Background: an optimization exercise with open tools, aiming at small area, a short achievable clock period and few clock cycles per item. Do not read the settings as production practice. In this exercise RTL edits were held to simulation tests only and were not proved equivalent to the original. Power is estimated from default activity; no workload was simulated.

// bcu
module bcu (
    input  wire         clk,
    input  wire         rst,             
    input  wire         cmd_valid,
    output wire         cmd_ready,
    input  wire [127:0] cmd,
    output wire         rsp_valid,
    input  wire         rsp_ready,
    output wire [127:0] rsp
);
For scale: about 4,100 cells after synthesis, ~420 flip-flops, ~260 I/O pins, about 35,000 µm² of cells after synthesis.
export LEC_CHECK = 0
export ABC_AREA = 1
export CAP_MARGIN = 30
export CORE_MARGIN = 2
export CORE_UTILIZATION = 40
export CTS_BUF_LIST = sky130_fd_sc_hd__clkbuf_4
export SETUP_SLACK_MARGIN = 5
export SLEW_MARGIN = 20
export TNS_END_PERCENT = 0
create_clock -name core_clock -period 12.0 [get_ports {clk}]
standard.sh (not shown) runs the stock make flow with config.mk's settings and CLKGATE_MAP_FILE= SYNTH_SCRIPT=/design/flow/synth_recipe.tcl, a recipe that flattens the netlist after the stock synthesis.
==> flow/flow/run.sh <==
#!/bin/bash
# Layout flow: the standard flow (standard.sh), except that
#  - synthesis maps the logic with the ABC script in flow/abc_area.script
#    (an area-oriented mapping) instead of ORFS's; the registers and every
#    other synthesis step are the standard synthesis's;
#  - the port buffers are sky130_fd_sc_hd__buf_1 (ORFS picks a delay cell).
# Each step's full output goes to a log file in this folder (and ORFS's own
# logs under orfs/logs).
set -euo pipefail
here=$(pwd)
rm -rf "$here/cs_scripts"
cp -r "$FLOW_HOME/scripts" "$here/cs_scripts"
cp "$here/flow/abc_area.script" "$here/cs_scripts/abc_area.script"
bash standard.sh SCRIPTS_DIR="$here/cs_scripts" ABC_AREA=1 synth > "$here/synth.log" 2>&1
bash standard.sh "BUFFER_PORTS_ARGS=-buffer_cell sky130_fd_sc_hd__buf_1" finish > "$here/layout.log" 2>&1
==> flow/flow/abc_area.script <==
strash
&get -n
&fraig -x
&put
scorr
dc2
strash
&get -n
&dc2
&synch2
&nf -R 1000
&put
buffer -c
topo
stime -c
upsize -c
dnsize -c
Testbench counts at the start, summed over its fixed seeds: cycles 8,118, commands 8,046.
Edit:
--- a/flow/flow/run.sh
+++ b/flow/flow/run.sh
@@ -6,3 +6 @@
-#  - the port buffers are sky130_fd_sc_hd__buf_1 (ORFS picks a delay cell).
-# Each step's full output goes to a log file in this folder (and ORFS's own
-# logs under orfs/logs).
+#  - the port buffers are sky130_fd_sc_hd__buf_1 (ORFS picks a delay cell);
@@ -15 +13 @@
-bash standard.sh "BUFFER_PORTS_ARGS=-buffer_cell sky130_fd_sc_hd__buf_1" finish > "$here/layout.log" 2>&1
+bash standard.sh "BUFFER_PORTS_ARGS=-buffer_cell sky130_fd_sc_hd__buf_1" SETUP_SLACK_MARGIN=6.5 finish > "$here/layout.log" 2>&1
After rerunning: Sequential power stays flat. Worst hold slack gains 0.0082 ns. Die area does not change. Design area rises by about 6%. Global-route usage rises by 1.9 points. Area after synthesis does not change. Routed wire length rises by about 4.4%.

---

bcu, a different RTL version from the one above (not shown whole).
Size: ~430 flip-flops, roughly 260 I/O pins.
clock: 12.0 ns
lec_check: 0
abc_area: 1
cap_margin: 30
core_margin: 2
core_utilization: 40
cts_buf_list: sky130_fd_sc_hd__clkbuf_4
setup_slack_margin: 5
slew_margin: 20
tns_end_percent: 0
==> flow/flow/run.sh <==
#!/bin/bash
# Layout flow: the standard flow (standard.sh), except that
#  - synthesis maps the logic with the ABC script in flow/abc_area.script
#    (an area-oriented mapping) instead of ORFS's; the registers and every
#    other synthesis step are the standard synthesis's;
#  - the port buffers are sky130_fd_sc_hd__buf_1 (ORFS picks a delay cell);
set -euo pipefail
here=$(pwd)
rm -rf "$here/cs_scripts"
cp -r "$FLOW_HOME/scripts" "$here/cs_scripts"
cp "$here/flow/abc_area.script" "$here/cs_scripts/abc_area.script"
bash standard.sh SCRIPTS_DIR="$here/cs_scripts" ABC_AREA=1 synth > "$here/synth.log" 2>&1
bash standard.sh "BUFFER_PORTS_ARGS=-buffer_cell sky130_fd_sc_hd__buf_1" SETUP_SLACK_MARGIN=6.5 finish > "$here/layout.log" 2>&1
Scripts as last shown in full above: flow/flow/abc_area.script
Testbench counts at the start, summed over its fixed seeds: cycles 8,118, commands 8,046.
Then changed:
==> flow/flow/abc_area.script (replaced) <==
strash
&get -n
&fraig -x
&put
scorr
dc2
strash
&get -n
&synch2
&nf -R 1000
&put
buffer -c
topo
stime -c
upsize -c
dnsize -c
What happened:
- routed wire length is about the same
- clock power is about the same
- sequential power is about the same
- design area is lower by 0.76%
- area after synthesis is higher by 1.1%
- clock skew is higher by 78 ps
- via count is higher by 1.5%
- setup slack gets worse by 250 ps

---

Another version of the RTL of bcu (not shown whole).
Size: roughly 410 flip-flops, roughly 35000 um^2 of cells after synthesis.
// bcu
module bcu (
    input  wire         clk,
    input  wire         rst,             
    input  wire         cmd_valid,
    output wire         cmd_ready,
    input  wire [127:0] cmd,
    output wire         rsp_valid,
    input  wire         rsp_ready,
    output wire [127:0] rsp
);
    localparam CAP = 32;
    localparam F_INVALID_ID = 4'd1, F_VALUE_RANGE = 4'd2, F_TRUNCATED = 4'd3, F_RESERVED_SIZE = 4'd4,
               F_WIDTH_RANGE = 4'd5, F_OVERFLOW = 4'd6, F_ILLEGAL = 4'd7, F_ADDR_RANGE = 4'd8;
    reg [255:0] mem;                     
    reg [5:0]   len;                     
    reg [31:0]  pos;                     
    reg [7:0]   ent_id;
    reg [2:0]   ent_size;
    reg [31:0]  ent_value;
    reg         ent_valid;               
    reg         rv;
    reg [3:0]   r_status;
    reg         r_ent;                   
    reg [2:0]   r_size;                  
    reg         r_tl;                    
    reg         r_pos;                   
    reg [1:0]   r_k;
    reg         r_xoff;                  
    reg [55:0]  r_x;                     
    function [5:0] width_of;
        input [2:0] c;
        case (c)
            3'd0: width_of = 6'd0;
            3'd1: width_of = 6'd1;
            3'd2: width_of = 6'd2;
            3'd3: width_of = 6'd4;
            3'd4: width_of = 6'd8;
            3'd5: width_of = 6'd16;
            default: width_of = 6'd32;
        endcase
    endfunction
    function [2:0] classify;
        input [31:0] v;
        if (v == 32'd0)              classify = 3'd0;
        else if (v[31:1] == 31'd0)   classify = 3'd1;
        else if (v[31:2] == 30'd0)   classify = 3'd2;
        else if (v[31:4] == 28'd0)   classify = 3'd3;
        else if (v[31:8] == 24'd0)   classify = 3'd4;
        else if (v[31:16] == 16'd0)  classify = 3'd5;
        else                         classify = 3'd6;
    endfunction
    function rd_ok;
        input       hi;
        input [7:0] lo;
        input [5:0] l;
        rd_ok = !hi && ({1'b0, lo[7:3]} + 6'd8 <= l);
    endfunction
    function [6:0] grown;
        input [7:0] lo;
  ...
Settings: LEC_CHECK=0, ABC_AREA=1, CAP_MARGIN=30, CORE_MARGIN=2, CORE_UTILIZATION=40, SETUP_SLACK_MARGIN=5, SLEW_MARGIN=20, TNS_END_PERCENT=0; clock period 12.0 ns.
==> flow/flow/run.sh <==
#!/bin/bash
# Layout flow: the standard flow (standard.sh), except that
#  - synthesis maps the logic with the ABC script in flow/abc_area.script
#    (an area-oriented mapping) instead of ORFS's; the registers and every
#    other synthesis step are the standard synthesis's;
#  - the port buffers are sky130_fd_sc_hd__buf_1 (ORFS picks a delay cell);
set -euo pipefail
here=$(pwd)
rm -rf "$here/cs_scripts"
cp -r "$FLOW_HOME/scripts" "$here/cs_scripts"
cp "$here/flow/abc_area.script" "$here/cs_scripts/abc_area.script"
bash standard.sh SCRIPTS_DIR="$here/cs_scripts" ABC_AREA=1 synth > "$here/synth.log" 2>&1
bash standard.sh "BUFFER_PORTS_ARGS=-buffer_cell sky130_fd_sc_hd__buf_1" SETUP_SLACK_MARGIN=6 finish > "$here/layout.log" 2>&1
==> flow/flow/abc_area.script <==
strash
&get -n
&fraig -x
&put
scorr
dc2
strash
&get -n
&synch2
&nf -R 1000
&put
buffer -c
topo
stime -c
upsize -c
dnsize -c
Testbench counts at the start, summed over its fixed seeds: cycles 8,054, commands 8,046.
Then changed:
==> flow/flow/run.sh (replaced) <==
#!/bin/bash
# Layout flow: the standard flow, except that synthesis maps the logic with
# the ABC script in flow/abc_area.script (an area-oriented mapping) instead of
# ORFS's. Everything else, including the registers, is the standard synthesis.
set -euo pipefail
here=$(pwd)
rm -rf "$here/cs_scripts"
cp -r "$FLOW_HOME/scripts" "$here/cs_scripts"
cp "$here/flow/abc_area.script" "$here/cs_scripts/abc_area.script"
bash standard.sh SCRIPTS_DIR="$here/cs_scripts" ABC_AREA=1 synth > "$here/synth.log" 2>&1
bash standard.sh > "$here/layout.log" 2>&1
==> flow/flow/abc_area.script (replaced) <==
strash
&get -n
&fraig -x
&put
scorr
dc2
strash
&get -n
&dch -f
&nf
&put
buffer -c
topo
stime -c
upsize -c
dnsize -c
Settings changed: CORE_UTILIZATION 40 to 50, TNS_END_PERCENT 0 to unset.
The changed run went through all stages and came out clean.
Worst setup slack degrades by 0.034 ns.
Via count came out higher by 8.3%.
Synthesized area grows by 5.5%.
Design area went up by 14%.
Critical path depth came out higher by 5.
Then changed:
==> flow/flow/run.sh (replaced) <==
#!/bin/bash
# Layout flow: the standard flow (standard.sh), except that
#  - synthesis maps the logic with the ABC script in flow/abc_area.script
#    (an area-oriented mapping) instead of ORFS's; the registers and every
#    other synthesis step are the standard synthesis's;
#  - the port buffers are sky130_fd_sc_hd__buf_1 (ORFS picks a delay cell).
# Each step's full output goes to a log file in this folder (and ORFS's own
# logs under orfs/logs).
set -euo pipefail
here=$(pwd)
rm -rf "$here/cs_scripts"
cp -r "$FLOW_HOME/scripts" "$here/cs_scripts"
cp "$here/flow/abc_area.script" "$here/cs_scripts/abc_area.script"
bash standard.sh SCRIPTS_DIR="$here/cs_scripts" ABC_AREA=1 synth > "$here/synth.log" 2>&1
bash standard.sh "BUFFER_PORTS_ARGS=-buffer_cell sky130_fd_sc_hd__buf_1" finish > "$here/layout.log" 2>&1
==> flow/flow/abc_area.script (replaced) <==
strash
&get -n
&fraig -x
&put
scorr
dc2
strash
&get -n
&synch2
&nf -R 1000
&put
buffer -c
topo
stime -c
upsize -c
dnsize -c
Settings changed: CORE_UTILIZATION 50 to 40.
=> Wire length came out lower by 7.5%; synthesized cell count came out higher by about 1.9%; non-clock buffer count came out lower by 37; sequential cell count is unchanged.
Then changed:
==> flow/flow/run.sh (replaced) <==
#!/bin/bash
# Layout flow: the standard flow, except that synthesis maps the logic with
# the ABC script in flow/abc_area.script (an area-oriented mapping) instead of
# ORFS's. Everything else, including the registers, is the standard synthesis.
set -euo pipefail
here=$(pwd)
rm -rf "$here/cs_scripts"
cp -r "$FLOW_HOME/scripts" "$here/cs_scripts"
cp "$here/flow/abc_area.script" "$here/cs_scripts/abc_area.script"
bash standard.sh SCRIPTS_DIR="$here/cs_scripts" ABC_AREA=1 synth > "$here/synth.log" 2>&1
bash standard.sh > "$here/layout.log" 2>&1
==> flow/flow/abc_area.script (replaced) <==
strash
&get -n
&fraig -x
&put
scorr
dc2
strash
&get -n
&dch -f
&nf
&put
buffer -c
topo
stime -c
upsize -c
dnsize -c
Settings changed: SETUP_SLACK_MARGIN 5 to 3.5.
Flip-flop and latch count does not change.
Design area fell by 2.7%.
Via count fell by 1.4%.
Clock-buffer cell count rose by 6.
Area after synthesis rose by 5.5%.
Die area rose by about 5.4%.
Cell count fell by about 4.4%.
Critical path depth fell by 16.
Register-to-register slack degrades by 0.69 ns.
Power fell by about 3.3%.

-- what the ideal ports hide --
The flow's constraints put no driver on any port. The routed layouts listed below were extracted and timed again, unchanged, in two steps.
Step 1 (the two cells are an assumption about what drives the block):
set clk [get_ports {clk}]
set_driving_cell -lib_cell sky130_fd_sc_hd__clkbuf_16 $clk
set_driving_cell -lib_cell sky130_fd_sc_hd__buf_2 [delete_from_list [all_inputs] $clk]
Step 2 also shifts input and output timing later by t, the mid clock arrival at the registers, as if the neighbouring blocks saw the same clock.
a / b / c = no drivers / after step 1 / after step 2; a / b = the first two.
run | t (ns) | setup slack, ns | pins driven straight from the clock port
the first run of note 1 | 1.022 | 4.646 / 4.677 / 3.656 | 1
the second run of note 1 | 1.079 | 5.475 / 5.489 / 4.410 | 1
the first run of note 2 | 1.071 | 5.680 / 5.693 / 4.659 | 1
the second run of note 2 | 1.120 | 5.427 / 5.462 / 4.342 | 1
the first run of note 3 | 0.674 | 4.620 / 4.668 / 3.994 | 1
the second run of note 3 | 0.663 | 4.586 / 4.586 / 4.033 | 1
the third run of note 3 | 0.670 | 4.708 / 4.743 / 4.073 | 1
the fourth run of note 3 | 0.680 | 3.369 / 3.410 / 2.730 | 1
After both steps every run listed still meets setup and hold. The setup slack of the second run of note 2, which loses most, moves by +0.035 ns with the drivers and by -1.085 ns with both steps.
